Background: an optimization exercise with open tools, aiming at small area. Do not read the settings as production practice. Only simulation tests tie the RTL to the original design; equivalence was not proved. Power and IR drop assume default switching activity.

`run.sh`:
```
#!/bin/bash
# synth_recipe.tcl (not shown) runs the flow's synth.tcl, then flattens the netlist and writes it again
# the make line also repeats each setting of config.mk as NAME=value (left out here)
make -C /OpenROAD-flow-scripts/flow DESIGN_CONFIG=/design/flow/config.mk WORK_HOME=/design/flow/orfs CLKGATE_MAP_FILE= SYNTH_SCRIPT=/design/flow/synth_recipe.tcl finish
```
`config.mk`:
```
export PLATFORM = sky130hd
export DESIGN_NAME = mbus_ascii_core
export DESIGN_NICKNAME = mbus_ascii_core
export VERILOG_FILES = /design/flow/design.v
export SDC_FILE = /design/flow/constraint.sdc
export NUM_CORES = 4
export LEC_CHECK = 0
export ABC_AREA = 1
export CAP_MARGIN = 20
export CORE_MARGIN = 2
export CORE_UTILIZATION = 40
export PLACE_DENSITY = 0.6
export SLEW_MARGIN = 20
```
`design.v`:
```
module mbus_ascii_core (
    input             clk,
    input             rst,          
    input             host_valid,
    output            host_ready,
    input      [2:0]  host_op,      
    input      [15:0] host_addr,    
    input      [15:0] host_wdata,
    output reg        rsp_valid,
    output reg [15:0] rsp_data
);
    localparam integer N = 48;      
    localparam [2:0] OP_RDREG = 3'd0, OP_WRREG = 3'd1, OP_RDIB = 3'd2,
                     OP_WRIB  = 3'd3, OP_RDOB  = 3'd4;
    localparam [7:0] STX = 8'h02, ETX = 8'h03, ACK = 8'h06, NAK = 8'h15;
    localparam [2:0] M_NONE = 3'd0, M_DPDEC = 3'd1, M_DPENC = 3'd2, M_CKSUM = 3'd3,
                     M_BUILD = 3'd4, M_ACK = 3'd5, M_NAK = 3'd6;
    function [7:0] hex_digit(input [3:0] v);
        hex_digit = (v < 4'd10) ? (8'h30 + {4'd0, v}) : (8'h37 + {4'd0, v});
    endfunction
    function is_digit(input [7:0] b);
        is_digit = (b >= 8'h30) && (b <= 8'h39);
    endfunction
    reg [8*N-1:0] ra;       
    reg [7*N-1:0] rb;       
    reg [5:0]     pos;
    reg [7:0]  arg0, arg1, arg2;
    reg [15:0] ilen;
    reg [3:0]  status;
    reg [1:0]  flags;       
    reg [5:0]  olen;
    reg [2:0]  mode;
    reg [20:0] hdr;         
    reg [7:0]  sum;
    reg [7:1]  hb;          
    reg        busy;
    reg [1:0]  lap;
    reg        sent_bad, is_nak, etx_bad, ckm_bad, non_ascii;
    wire [7:0] a0 = ra[7:0];
    wire [7:0] a1 = ra[15:8];
    wire [6:0] b0 = rb[6:0];
    wire [6:0] b1 = rb[13:7];
    wire       last = (pos == 6'd47);
    wire [5:0] L    = ilen[5:0];
    reg        hA, hB;
    always @(*) begin
        case (pos[2:1])
            2'd0:    begin hA = hb[1]; hB = hb[2]; end
            2'd1:    begin hA = hb[3]; hB = hb[4]; end
            default: begin hA = hb[5]; hB = hb[6]; end
        endcase
    end
    wire [15:0] dec = {8'd0, hA, b0} * 16'd10 + {8'd0, hB, b1} - 16'd528;
    reg  [1:0] fsel;
    reg  [6:0] fld;
    always @(*) begin
        case (fsel)
            2'd0:    fld = hdr[6:0];
            2'd1:    fld = hdr[13:7];
            default: fld = hdr[20:14];
        endcase
    end
    wire [3:0] f_tens  = fld / 7'd10;
    wire [3:0] f_units = fld - f_tens * 7'd10;
    reg        hsel;
    wire [7:0] hexc = hex_digit(hsel ? sum[3:0] : sum[7:4]);
    wire [7:0] radr  = host_addr[7:0];
    wire       ib_in = (host_addr < 16'd48);
    wire       ob_in = (host_addr < 16'd58);
    wire [5:0] oi    = host_addr[5:0];
    wire m_parse = (mode == M_ACK) || (mode == M_NAK);
    wire ck      = flags[1];
    reg        rr_wait;
    reg  [5:0] rr_tgt;
    always @(*) begin
        rr_wait = 1'b1;
        case (radr)
            8'h0C:        rr_tgt = 6'd1;
            8'h0D:        rr_tgt = 6'd3;
            8'h0E:        rr_tgt = 6'd5;
            8'h0F:        rr_tgt = 6'd1;
            8'h10, 8'h11: rr_tgt = 6'd7;
            default: begin rr_tgt = 6'd1; rr_wait = 1'b0; end
        endcase
    end
    wire [5:0] b_end   = olen - (ck ? 6'd3 : 6'd1);    
    wire       b_item  = (oi >= 6'd7) && (oi < b_end);
    wire [5:0] b_d     = oi - b_end;                    
    wire [6:0] p_slot  = {1'b0, oi} + 7'd7;
    wire       ob_wait = ob_in && ((mode == M_BUILD) ? b_item : (m_parse && !p_slot[6] && p_slot < 7'd48));
    wire [5:0] ob_tgt  = (mode == M_BUILD) ? (oi - 6'd7) : p_slot[5:0];
    reg        need_wait;
    reg  [5:0] tgt;
    always @(*) begin
        case (host_op)
            OP_RDIB, OP_WRIB: begin need_wait = ib_in;   tgt = host_addr[5:0]; end
            OP_RDREG:         begin need_wait = rr_wait; tgt = rr_tgt; end
            OP_RDOB:          begin need_wait = ob_wait; tgt = ob_tgt; end
            default:          begin need_wait = 1'b0;    tgt = rr_tgt; end
        endcase
    end
    assign host_ready = !busy && (!need_wait || pos == tgt);
    wire accept = host_valid && host_ready;
    function [7:0] nak_desc(input [7:0] code);
        case (code)
            8'h43:   nak_desc = 8'd1;
            8'h44:   nak_desc = 8'd2;
            8'h49:   nak_desc = 8'd3;
            8'h4D:   nak_desc = 8'd4;
            8'h4F:   nak_desc = 8'd5;
            8'h54:   nak_desc = 8'd6;
            8'h56:   nak_desc = 8'd7;
            8'h58:   nak_desc = 8'd8;
            default: nak_desc = 8'd9;
        endcase
    endfunction
    wire [7:0] pbyte = {hb[7], b0};
    reg [15:0] reg_rdata;
    always @(*) begin
        case (radr)
            8'h01:   reg_rdata = {8'd0, arg0};
            8'h02:   reg_rdata = {8'd0, arg1};
            8'h03:   reg_rdata = {8'd0, arg2};
            8'h04:   reg_rdata = ilen;
            8'h08:   reg_rdata = {12'd0, status};
            8'h09:   reg_rdata = {14'd0, flags};
            8'h0A:   reg_rdata = {10'd0, olen};
            8'h0B:   reg_rdata = {14'd0, mode == M_NAK, mode == M_ACK};
            8'h0C, 8'h0D, 8'h0E:
                     reg_rdata = m_parse ? dec : 16'd0;
            8'h0F:   reg_rdata = (mode == M_DPDEC) ? dec :
                                 ((mode == M_CKSUM) || ck) ? {8'd0, sum} : 16'd0;
            8'h10:   reg_rdata = (mode == M_NAK) ? {8'd0, pbyte} : 16'd0;
            8'h11:   reg_rdata = (mode == M_NAK) ? {8'd0, nak_desc(pbyte)} : 16'd0;
            default: reg_rdata = 16'h0000;
        endcase
    end
    reg [7:0] ob_rdata;
    always @(*) begin
        case (mode)
            M_DPENC: ob_rdata = 8'h30 + {4'd0, oi[0] ? f_units : f_tens};
            M_CKSUM: ob_rdata = hexc;
            M_BUILD: begin
                if (oi == 6'd0)
                    ob_rdata = STX;
                else if (oi < 6'd7)
                    ob_rdata = 8'h30 + {4'd0, oi[0] ? f_tens : f_units};
                else if (b_item)
                    ob_rdata = {1'b0, b0};
                else if (ck && b_d[5:1] == 5'd0)
                    ob_rdata = hexc;
                else
                    ob_rdata = ETX;
            end
            default: ob_rdata = pbyte;
        endcase
    end
    reg [15:0] rdata;
    always @(*) begin
        case (host_op)
            OP_RDREG: rdata = reg_rdata;
            OP_RDIB:  rdata = ib_in ? {8'd0, a0} : 16'd0;
            default:  rdata = ob_in ? {8'd0, ob_rdata} : 16'd0;
        endcase
    end
    always @(posedge clk) begin
        rsp_data  <= rdata;
        rsp_valid <= !rst && accept &&
                     (host_op == OP_RDREG || host_op == OP_RDIB || host_op == OP_RDOB);
    end
    wire p1 = busy && (lap == 2'd1);
    wire p2 = busy && (lap == 2'd2);
    wire [6:0] r = {1'b0, L} - 7'd1 - {1'b0, pos};
    wire in_L = !r[6];
    always @(*) begin
        if (busy)
            fsel = pos[1:0];
        else if (mode == M_DPENC)
            fsel = 2'd0;
        else
            fsel = oi[2:1] - {1'b0, ~oi[0]};   
    end
    always @(*) begin
        if (busy)
            hsel = (r == 7'd1);
        else if (mode == M_CKSUM)
            hsel = oi[0];
        else
            hsel = b_d[0];
    end
    wire [7:0] ins = (mode == M_DPDEC) ? (pos[1] ? arg1 : arg0) : a0;
    wire [7:0] dsum = 8'h60 + {4'd0, f_tens} + {4'd0, f_units};
    wire build_hdr = (mode == M_BUILD) && p1;
    wire do_sum = ((mode == M_BUILD) && ((p1 && pos < 6'd3) || (p2 && in_L))) ||
                  ((mode == M_CKSUM) && p1 && in_L) ||
                  ((mode == M_ACK) && p1 && pos != 6'd0 && in_L && r > 7'd2);
    wire na_chk = ((mode == M_BUILD) && p1 && in_L) ||
                  ((mode == M_ACK) && p2 && pos >= 6'd7 && in_L && r > (ck ? 7'd2 : 7'd0));
    wire final_lap = (mode == M_BUILD || mode == M_ACK) ? (lap == 2'd2) : (lap == 2'd1);
    wire [3:0] parse_code =
        sent_bad                        ? 4'h2 :
        etx_bad                         ? 4'h3 :
        (ck && L < 6'd10)               ? 4'h4 :
        (ck && ckm_bad)                 ? 4'h5 :
        !is_nak ? (non_ascii ? 4'hA : 4'h0) :
        (L != (ck ? 6'd11 : 6'd9))      ? 4'h9 : 4'h0;
    wire ilen_big = (ilen > 16'd48);
    task result(input [3:0] st, input [2:0] md, input [1:0] fl, input [5:0] ol);
        begin
            status <= st;
            mode   <= md;
            flags  <= fl;
            olen   <= ol;
        end
    endtask
    always @(posedge clk) begin
        ra  <= {((accept && host_op == OP_WRIB && ib_in) ? host_wdata[7:0] : a0), ra[8*N-1:8]};
        rb  <= {(p1 ? ins[6:0] : b0), rb[7*N-1:7]};
        pos <= (rst || last) ? 6'd0 : pos + 6'd1;
        if (rst) begin
            arg0 <= 8'h00;
            arg1 <= 8'h00;
            arg2 <= 8'h00;
            ilen <= 16'h0000;
            busy <= 1'b0;
            result(4'h0, M_NONE, 2'b00, 6'd0);
        end else if (!busy) begin
            if (accept && host_op == OP_WRREG) begin
                case (radr)
                    8'h00: begin
                        lap       <= 2'd0;
                        sum       <= 8'h00;
                        non_ascii <= 1'b0;
                        ckm_bad   <= 1'b0;
                        case (host_wdata[7:0])
                            8'h01: begin
                                hdr <= {arg2[6:0], arg1[6:0], arg0[6:0]};
                                if (arg0 > 8'd99) result(4'h6, M_NONE, 2'b00, 6'd0);
                                else              result(4'h0, M_DPENC, 2'b00, 6'd2);
                            end
                            8'h02: begin
                                busy <= 1'b1;
                                result(4'h0, M_DPDEC, 2'b01, 6'd0);
                            end
                            8'h03: begin
                                if (ilen_big) result(4'hB, M_NONE, 2'b00, 6'd0);
                                else begin
                                    busy <= 1'b1;
                                    result(4'h0, M_CKSUM, 2'b00, 6'd2);
                                end
                            end
                            8'h04: begin
                                hdr <= {arg2[6:0], arg1[6:0], arg0[6:0]};
                                if (ilen_big) result(4'hB, M_NONE, 2'b00, 6'd0);
                                else if (arg0 > 8'd99 || arg1 > 8'd99 || arg2 > 8'd99)
                                    result(4'h6, M_NONE, 2'b00, 6'd0);
                                else begin
                                    busy <= 1'b1;
                                    result(4'h0, M_BUILD, 2'b00, 6'd0);
                                end
                            end
                            8'h05: begin
                                if (ilen_big) result(4'hB, M_NONE, 2'b00, 6'd0);
                                else if (ilen < 16'd8) result(4'h1, M_NONE, 2'b00, 6'd0);
                                else begin
                                    busy <= 1'b1;
                                    result(4'h0, M_ACK, 2'b01, 6'd0);
                                end
                            end
                            default: result(4'hC, M_NONE, 2'b00, 6'd0);
                        endcase
                    end
                    8'h01: arg0 <= host_wdata[7:0];
                    8'h02: arg1 <= host_wdata[7:0];
                    8'h03: arg2 <= host_wdata[7:0];
                    8'h04: ilen <= host_wdata;
                    default: ;
                endcase
            end
        end else begin
            if (last) lap <= lap + 2'd1;
            if (p1 && pos >= 6'd1 && pos <= 6'd7) hb[pos[2:0]] <= ins[7];
            if (p1 && pos >= 6'd1 && pos <= ((mode == M_DPDEC) ? 6'd2 : 6'd6) && !is_digit(ins))
                flags[0] <= 1'b0;
            if (do_sum) sum <= sum + (build_hdr ? dsum : a0);
            if (na_chk && a0[7]) non_ascii <= 1'b1;
            if (p1 && pos == 6'd0) begin
                sent_bad <= (a0 != ACK) && (a0 != NAK);
                is_nak   <= (a0 == NAK);
            end
            if (p1 && r == 7'd0) etx_bad <= (a0 != ETX);
            if (mode == M_ACK && p2) begin
                if (pos == 6'd3) flags[1] <= (dec == 16'd1);
                if ((r == 7'd2 || r == 7'd1) && a0 != hexc) ckm_bad <= 1'b1;
            end
            if (last && final_lap) begin
                busy <= 1'b0;
                case (mode)
                    M_BUILD: begin
                        if (non_ascii) result(4'h7, M_NONE, 2'b00, 6'd0);
                        else begin
                            flags <= {hdr[13:7] == 7'd1, 1'b0};
                            olen  <= L + ((hdr[13:7] == 7'd1) ? 6'd10 : 6'd8);
                        end
                    end
                    M_ACK: begin
                        if (parse_code != 4'h0) result(parse_code, M_NONE, 2'b00, 6'd0);
                        else if (is_nak) begin
                            mode <= M_NAK;
                            olen <= 6'd1;
                        end else
                            olen <= L - (ck ? 6'd10 : 6'd8);
                    end
                    default: ;
                endcase
            end
        end
    end
endmodule
```
`constraint.sdc`:
```
create_clock -name core_clock -period 10.0 [get_ports {clk}]
set_input_delay 2.0000 -clock core_clock [delete_from_list [all_inputs] [get_ports {clk}]]
set_output_delay 2.0000 -clock core_clock [all_outputs]
set_load 0.01 [all_outputs]
```
==> results.json <==
{
  "ant_nets": 0,
  "die_h_microns": 254,
  "grt_max_degree": 46,
  "clock_latency_ns": 0.64,
  "drive_above_1_share_pct": 8.89,
  "post_drt_wl_per_cell_microns": 18.2,
  "slew_headroom_pct": 31.2,
  "hold_buffers": 0,
  "power_density_nw_per_um2": 230,
  "irDropWorstVdd_mv": 0.156,
  "dieArea_sq_um": 64600,
  "start_util_pct": 40.5,
  "syn_to_final_growth_pct": 17.4,
  "reg2reg_from": "busy",
  "clock_path_buffers": 3,
  "ys_ff_latch": 842,
  "worst_ep_arrival_time_ns": 9.30,
  "cts_tree": "done",
  "worstHoldEndpoint": "rb[21]",
  "min_path_type": "register to register",
  "fin_tns_setup_ns": 0,
  "leakage_uw": 0.0122,
  "async_flop_share_pct": 0,
  "min_delay_path_depth": 0,
  "netlist_instances": 2273,
  "syn_area_sq_um": 25000,
  "core_area_sq_um": 61800,
  "ys_top_cells_by_area": "dfxtp_1 (64%), edfxtp_1 (5.2%), ha_1 (4.1%)",
  "layout_commonest_cell": "dfxtp_1",
  "clock_sinks": 842,
  "period_share_pct": 88.2,
  "worst_setup_path_end_kind": "register",
  "grt_pass1_vias": 15300,
  "rsz0062_at_grt": "false",
  "p_sw_uw": 1490,
  "placed_cell_area_sq_um": 26600,
  "cp_data_required_time_ns": 10.49,
  "crit-reg2reg-capture": "sum[7]",
  "synth_top_area_share_pct": 63.9,
  "path_class": "input pin to register",
  "synthMuxAreaShare_pct": 0.120,
  "routed_via_density": 4.82,
  "nets": 2526,
  "grt_pass1_wl_microns": 91300,
  "hold_violations": 0,
  "worst_slack_ns": 1.18,
  "clock-root-buffer": "clkbuf_16",
  "placementRows": 91,
  "num_antenna_cells": 0,
  "pre_cts_ws_ns": 0.550,
  "critPathMaxStageDelay_ns": 0.47,
  "reg2regPathDepth": 51,
  "cts_resized": 0,
  "cp_slowest_cell": "clkdlybuf4s50_1",
  "synthAdderAreaFrac_pct": 4.69,
  "synthSimpleGateAreaFrac_pct": 11.5,
  "portBuffers": 55,
  "grt_util_all_layers_pct": 18.8,
  "clk_pin_slew_ns": 0.06,
  "num_vias": 15900,
  "setup_viol": 0,
  "io_pins": 56,
  "post_cts_buffers": 0,
  "critPathMaxFanout": 7,
  "cts-buffers-inserted": 79,
  "wl_microns": 60100,
  "seq_area_frac_synth_pct": 69.1,
  "power.internal_uw": 5280,
  "cts_htree_levels": 3,
  "period_needed_ns": 8.82,
  "worst_clock_skew_ns": 0.0321,
  "final_cell_mix": "dfxtp_1 (799), nand2_1 (263), inv_1 (238)",
  "syn_area_per_cell_sq_um": 11.0,
  "finish.instance_area_sq_um": 29400,
  "ys_types": 65,
  "drtIter0Drc": 1263,
  "crit_top_cell": "inv_1",
  "ys.flop_type": "dfxtp_1",
  "drv_slew": 0,
  "syn_nets": 2400,
  "combPwrFrac_pct": 4.6,
  "synth_edf_count": 43,
  "synthXorXnorAreaFrac_pct": 1.43,
  "ys_warn_count": 1,
  "worstHoldStart": "rb[28]",
  "antenna_found_initial": 1,
  "status": "no timing/DRC/antenna violations",
  "synth_top_area_cell": "dfxtp_1",
  "dpl.hpwl_microns": 43600,
  "synth_compound_area_share_pct": 8.69,
  "power_switching_share_pct": 22.0,
  "drcViolationCount": 0,
  "startpoint_type": "input pin",
  "routabilityCongestion": 1.00,
  "dr.pass1.iters": 5,
  "seqPwrFrac_pct": 50.0,
  "reg2reg_slack_ns": 2.44,
  "die_x_microns": 254,
  "cap_violations": 0,
  "fmax_ghz": 0.113,
  "grt_overflow": 0,
  "power_frac_clock_pct": 45.4,
  "post-route-util_pct": 47.5,
  "synth_top_family_by_area": "simple AND/OR/NAND/NOR gates",
  "tightestPinTransition_ns": 1.02
}
kinds of logic after synthesis:
group | Yosys count
adder cells (fa/ha/maj) | 89
buffers and inverters | 288
XOR/XNOR | 41
multiplexers | 3
AO/OA/AOI/OAI | 380
AND/OR/NAND/NOR | 630
flip-flops | 842
cells in the mapped netlist, types with 6 or more instances:
cell type / count
nand4_1: 22
a21oi_1: 128
edfxtp_1: 43
a22oi_1: 9
o21bai_1: 7
nor4_1: 10
nand2_1: 263
nor2_1: 153
ha_1: 81
clkbuf_1: 14
fa_1: 8
xor2_1: 36
o21ai_1: 13
dfxtp_1: 799
o21ai_0: 131
buf_2: 7
nand2_4: 6
o22ai_1: 16
inv_1: 238
nor3_1: 46
nand2_2: 18
a31oi_1: 10
a211oi_1: 13
o211ai_1: 17
inv_2: 16
nand3_1: 74
cell type report:
class,count,area [sq um]
well taps,837,1050
multi-input cells,1143,6630
flip-flops and latches,842,17300
repair buffers,73,686
fillers,5675,32400
clock buffers,109,2280
clock inverters,36,475
inverters,260,978
critical path: cells and delay by family:
family                   cells  cell delay (ns)
AND/OR/NAND/NOR             27             2.67
XOR/XNOR                     1             0.28
AO/OA/AOI/OAI                6             0.77
adder cells (fa/ha/maj)      8             2.39
buffers and inverters       12             1.18
power groups by stage:
stage,logic [uW],clock network [uW],registers [uW]
floorplan,227,0,3460
global placement,304,0,3460
detailed placement,310,0,3460
CTS,311,3160,3380
global route,349,3300,3380
finish,311,3080,3380
worst max-delay path by stage:
stage | end | cells after the start | slack [ns] | startpoint
floorplan | sum[7] | 55 | 1.28 | host_addr[0]
global placement | sum[7] | 54 | 0.71 | host_addr[0]
detailed placement | sum[7] | 54 | 0.55 | host_addr[0]
CTS | sum[7] | 54 | 1.20 | host_addr[0]
global route | sum[7] | 54 | 0.28 | host_addr[0]
finish | sum[7] | 54 | 1.18 | host_addr[0]
routing by layer:
metal	routed length, microns	GRT usage [%]
met4	2210	7.65
met1	28300	26.8
met5	0	0
met2	25100	28.0
met3	4420	3.76
registers in the layout, indices dropped and copies added, names as in the netlist, 2 cells and up:
register	count
rb	336
status	4
olen	6
rsp_data	16
arg0	8
arg1	8
sum	8
arg2	8
ilen	16
mode	3
flags	2
pos	6
hb	7
ra	384
lap	2
hdr	21
metrics by stage:
stage | power, uW | hold slack, ns | cells
floorplan | 3680 | 0.310 | 2273
global placement | 3760 | 0.310 | 3155
detailed placement | 3770 | 0.312 | 3155
CTS | 6860 | 0.307 | 3300
global route | 7030 | 0.312 | 3300
finish | 6770 | 0.306 | 3300

-- separate check: timing with driven ports --
The flow's constraints put no driver on any port. The routed layout listed below was extracted and timed again, unchanged, in two steps.
Step 1, drivers: a clkbuf_16 drives clk and a buf_2 each remaining input, both assumed.
Step 2 also shifts input and output timing later by t, the mid clock arrival at the registers, as if the neighbouring blocks saw the same clock.
a / b / c = ideal ports / drivers / drivers and shift; a / b = the first two.
t (ns): 0.685
setup WS [ns]: 1.185 / 1.192 / 0.507
worst setup path after step 2: input to register
worst register clock-pin slew, ns: 0.07 / 0.07
cell pins on the clock port's net: 1
After both steps this run still meets setup and hold. For this run, drivers alone change the setup slack by +0.007 ns; drivers and shift together by -0.678 ns.
